This design comes from an exercise in tuning for small area, a short achievable clock period and few clock cycles per item on the open sky130 flow, not from production work. Where RTL was checked, it was by simulation tests only, not by an equivalence proof against the original. Power is estimated from default activity; no workload was simulated.

==> flow/design.v <==
module apt_frame_parser (
    input  wire        clk,
    input  wire        rst,
    input  wire        in_valid,
    input  wire [7:0]  in_data,
    output wire        in_ready,
    output wire        out_valid,
    input  wire        out_ready,
    output reg  [1:0]  out_kind,
    output wire [1:0]  out_err,
    output reg  [15:0] out_msgid,
    output reg  [6:0]  out_dest,
    output reg  [7:0]  out_source,
    output reg         out_long,
    output reg  [7:0]  out_param1,
    output reg  [7:0]  out_param2,
    output reg  [63:0] out_f0,
    output reg  [31:0] out_f1,
    output reg  [31:0] out_f2,
    output wire [31:0] out_f3,
    output wire [12:0] out_status
);
    reg         oval;        
    reg         inpay;       
    reg         far;         
    reg         kn;          
    reg  [15:0] q;           
    reg         err_enum;    
    reg  [12:0] st;          
    reg  [2:0]  f3h;         
    reg  [7:0]  nx0;
    reg         rdy;
    assign in_ready   = rdy;
    assign out_valid  = oval;
    assign out_err    = {err_enum, !err_enum};
    assign out_status = st;
    assign out_f3     = {16'd0, f3h, st};
    wire        take = in_valid && in_ready;
    wire [7:0]  d    = in_data;
    wire [15:0] len  = {out_param2, out_param1};
    wire        hdr5 = !inpay && q[2:0] == 3'd5;
    wire        last = hdr5 ? (!out_long || len == 16'd0) : (inpay && q == len);
    function h(input integer k);
        h = take && !inpay && q[2:0] == k;
    endfunction
    function p(input integer k);
        p = take && inpay && !far && q[3:0] == k - 5;
    endfunction
    wire        c1  = kn && out_msgid[3:0] == 4'h1;
    wire        c2  = kn && out_msgid[3:0] == 4'h2;
    wire        c3  = kn && out_msgid[3:0] == 4'h3;
    wire        c4  = kn && out_msgid[3:0] == 4'h4;
    wire        c5  = kn && out_msgid[3:0] == 4'h5;
    wire        c6  = kn && out_msgid[3:0] == 4'h6;
    wire        c7  = kn && out_msgid[3:0] == 4'h7;
    wire        c8  = kn && out_msgid[3:0] == 4'h8;
    wire        known = kn;
    wire        kn_d = d == 8'h10 && nx0[7:4] == 4'h0 &&
                       nx0[3:0] != 4'h0 && nx0[3:0] <= 4'h8;
    wire        l4   = len[15:2] == 14'd0;
    wire        l6   = len[15:3] == 13'd0 && len[2:1] != 2'b11;
    wire        l8   = len[15:3] == 13'd0;
    wire        l14  = len[15:4] == 12'd0 && len[3:1] != 3'b111;
    wire        lshort = c2 ? l6 : c4 ? l4 : c8 ? l8 : l14;
    wire        too_short = (c2 | c3 | c4 | c6 | c7 | c8) && (!out_long || lshort);
    wire        bad_enum  = c1 && out_param2 != 8'd1 && out_param2 != 8'd2;
    wire [10:0] adc_lo = {3'd0, out_f1[7:0]} + {1'b0, out_f1[7:0], 2'b00};
    wire [10:0] adc_hi = {3'd0, d} + {1'b0, d, 2'b00} + {8'd0, adc_lo[10:8]};
    wire [18:0] adc = {adc_hi, adc_lo[7:0]};
    wire [7:0]  dz = d & {8{inpay}};
    wire        at0 = !inpay && q[2:0] == 3'd0;
    always @(posedge clk) begin
        if (rst)
            rdy <= 1'b1;
        else
            rdy <= (take && last) || !oval || out_ready || (at0 && !take);
    end
    always @(posedge clk) begin
        if (rst) begin
            oval  <= 1'b0;
            inpay <= 1'b0;
            far   <= 1'b0;
            q     <= 16'd0;
        end else begin
            if (out_ready)
                oval <= 1'b0;
            if (take) begin
                if (last) begin
                    oval  <= 1'b1;
                    inpay <= 1'b0;
                    far   <= 1'b0;
                    q     <= 16'd0;
                end else if (hdr5) begin
                    inpay <= 1'b1;
                    q     <= 16'd1;
                end else begin
                    q     <= q + 16'd1;
                    if (inpay && q[3:0] == 4'd14)
                        far <= 1'b1;
                end
            end
        end
    end
    wire c2378 = c2 | c3 | c7 | c8;
    wire c237  = c2 | c3 | c7;
    wire c37   = c3 | c7;
    wire n15   = !(c1 | c5);
    always @(posedge clk) begin
        if (h(0)) nx0 <= d;
        if (h(1)) begin
            out_msgid       <= {d, nx0};
            kn              <= kn_d;
        end
        if (h(2)) out_param1      <= d;
        if (h(3)) out_param2      <= d;
        if (h(4)) begin
            out_long <= d[7];
            out_dest <= d[6:0];
        end
        if (h(5)) begin
            out_source <= d;
            out_kind   <= !known ? 2'd1 : (too_short || bad_enum) ? 2'd2 : 2'd0;
            err_enum   <= !too_short;
        end
        if (h(2))
            out_f0[7:0] <= {d[7:4] & {4{!c5}}, d[3:0]};
        else if (p(6) && n15)
            out_f0[7:0] <= d;
        else if (p(7) && c4)
            out_f0[7:0] <= adc[7:0];
        if (p(7) && c4)
            out_f0[15:8] <= adc[15:8];
        else if (h(2) || (p(7) && n15))
            out_f0[15:8] <= dz;
        if (p(7) && c4)
            out_f0[23:16] <= {5'd0, adc[18:16]};
        else if (h(2) || (p(8) && c6))
            out_f0[23:16] <= dz;
        if (h(2) || (p(9) && c6))  out_f0[31:24] <= dz;
        if (h(2) || (p(10) && c6)) out_f0[39:32] <= dz;
        if (h(2) || (p(11) && c6)) out_f0[47:40] <= dz;
        if (h(2) || (p(12) && c6)) out_f0[55:48] <= dz;
        if (h(2) || (p(13) && c6)) out_f0[63:56] <= dz;
        if (h(3))
            out_f1[7:0] <= {7'd0, d == 8'd1};
        else if (p(9) && c4)
            out_f1[7:0] <= adc[7:0];
        else if ((p(6) && c4) || (p(8) && n15) || (p(14) && c6))
            out_f1[7:0] <= d;
        if (p(9) && c4)
            out_f1[15:8] <= adc[15:8];
        else if (h(3) || (p(9) && c2378) || (p(15) && c6))
            out_f1[15:8] <= dz;
        if (p(9) && c4)
            out_f1[23:16] <= {5'd0, adc[18:16]};
        else if (p(15) && c6)
            out_f1[23:16] <= {8{d[7]}};
        else if (h(3) || (p(10) && c237))
            out_f1[23:16] <= dz;
        if (p(15) && c6)
            out_f1[31:24] <= {8{d[7]}};
        else if (h(3) || (p(11) && c237))
            out_f1[31:24] <= dz;
        if ((p(10) && c8) || (p(12) && c37) || (p(16) && c6))
            out_f2[7:0] <= d;
        if ((p(11) && c8) || (p(13) && c37) || (p(17) && c6))
            out_f2[15:8] <= d;
        if (h(4) || (p(14) && c3) || (p(18) && c6))
            out_f2[23:16] <= dz;
        if (h(4) || (p(15) && c3) || (p(19) && c6))
            out_f2[31:24] <= dz;
        if (p(12) && c8)
            st[7:0] <= d;
        if (p(13) && c8)
            {f3h, st[12:8]} <= d;
        if (p(16) && c37)
            st[5:0] <= {d[7:4], d[1:0]};
        if (p(17) && c37)
            st[10:6] <= {d[6:4], d[2:1]};
        if (p(19) && c37)
            st[12:11] <= {d[7], d[0]};
    end
endmodule
Settings: LEC_CHECK=0, ABC_CLOCK_PERIOD_IN_PS=2000, CAP_MARGIN=20, CORE_MARGIN=2, CORE_UTILIZATION=40, CTS_CLUSTER_DIAMETER=80, CTS_CLUSTER_SIZE=24, PLACE_DENSITY=0.6, SETUP_SLACK_MARGIN=2.2, SLEW_MARGIN=20; clock period 4.5 ns.
standard.sh (not shown) runs the stock make flow with config.mk's settings and CLKGATE_MAP_FILE= SYNTH_SCRIPT=/design/flow/synth_recipe.tcl, a recipe that flattens the netlist after the stock synthesis.
==> flow/flow/run.sh <==
#!/bin/bash
# The standard layout (the standard.sh) with two changes: port buffers of
# sky130_fd_sc_hd__buf_1, and no full/half-adder cell extraction in synthesis
# (ADDER_MAP_FILE empty), so abc maps the adders for speed.
set -uo pipefail
bash standard.sh "BUFFER_PORTS_ARGS=-buffer_cell sky130_fd_sc_hd__buf_1" "ADDER_MAP_FILE=" finish > standard.log 2>&1
Edit:
--- a/flow/design.v
+++ b/flow/design.v
@@ -63,11 +63,9 @@
     wire        l14  = len[15:4] == 12'd0 && len[3:1] != 3'b111;
     wire        lshort = c2 ? l6 : c4 ? l4 : c8 ? l8 : l14;
     wire        too_short = (c2 | c3 | c4 | c6 | c7 | c8) && (!out_long || lshort);
     wire        bad_enum  = c1 && out_param2 != 8'd1 && out_param2 != 8'd2;
-    wire [10:0] adc_lo = {3'd0, out_f1[7:0]} + {1'b0, out_f1[7:0], 2'b00};
-    wire [10:0] adc_hi = {3'd0, d} + {1'b0, d, 2'b00} + {8'd0, adc_lo[10:8]};
-    wire [18:0] adc = {adc_hi, adc_lo[7:0]};
+    wire [18:0] adc = {3'd0, d, out_f1[7:0]} + {1'b0, d, out_f1[7:0], 2'b00};
     wire [7:0]  dz = d & {8{inpay}};
     wire        at0 = !inpay && q[2:0] == 3'd0;
     always @(posedge clk) begin
         if (rst)
The changed run went through all stages and came out clean.
Wire length is lower by 1.0%.
Sequential power stays flat.
Cell count went down by 2.0%.
Clock-buffer cell count is lower by 2.
Clock skew is about the same.
Flip-flop and latch count does not change.
Utilization falls by 3.1 points.
Clock power goes down by about 7%.
Power came out lower by 1.1%.
Combinational power goes up by 15%.
Testbench counts after the change, summed over its fixed seeds: cycles 48,895, items 3,200.
The RTL of the first run of this note was laid out without a check of its function.

==> separate check: timing with driven ports <==
In the flow no input, the clock included, has a driving cell. The finished layouts below were timed again as built, in two steps. Step 1 sets driving cells, clkbuf_16 on the clock port and buf_2 on the other inputs (assumed; they add their load-dependent delay and slew). Step 2 moves the port delays by t, midway between the first and last clock arrival at a register: inputs arrive t later, outputs are due t later. That takes back most of the time a late clock gives input paths. Three values: no drivers, after step 1, after step 2; two values: the first two.
| run | shift t [ns] | slack for setup (ns) | worst slew at a driven data input, ns |
|---|---|---|---|
| the first run | 0.536 | 1.707 / 1.707 / 1.330 | 0.05 |
| the second run | 0.522 | 2.200 / 2.200 / 1.710 | 0.06 |
After both steps every run listed still meets setup and hold. The setup slack of the second run, which loses most, moves by 0.000 ns with the drivers and by -0.490 ns with both steps.
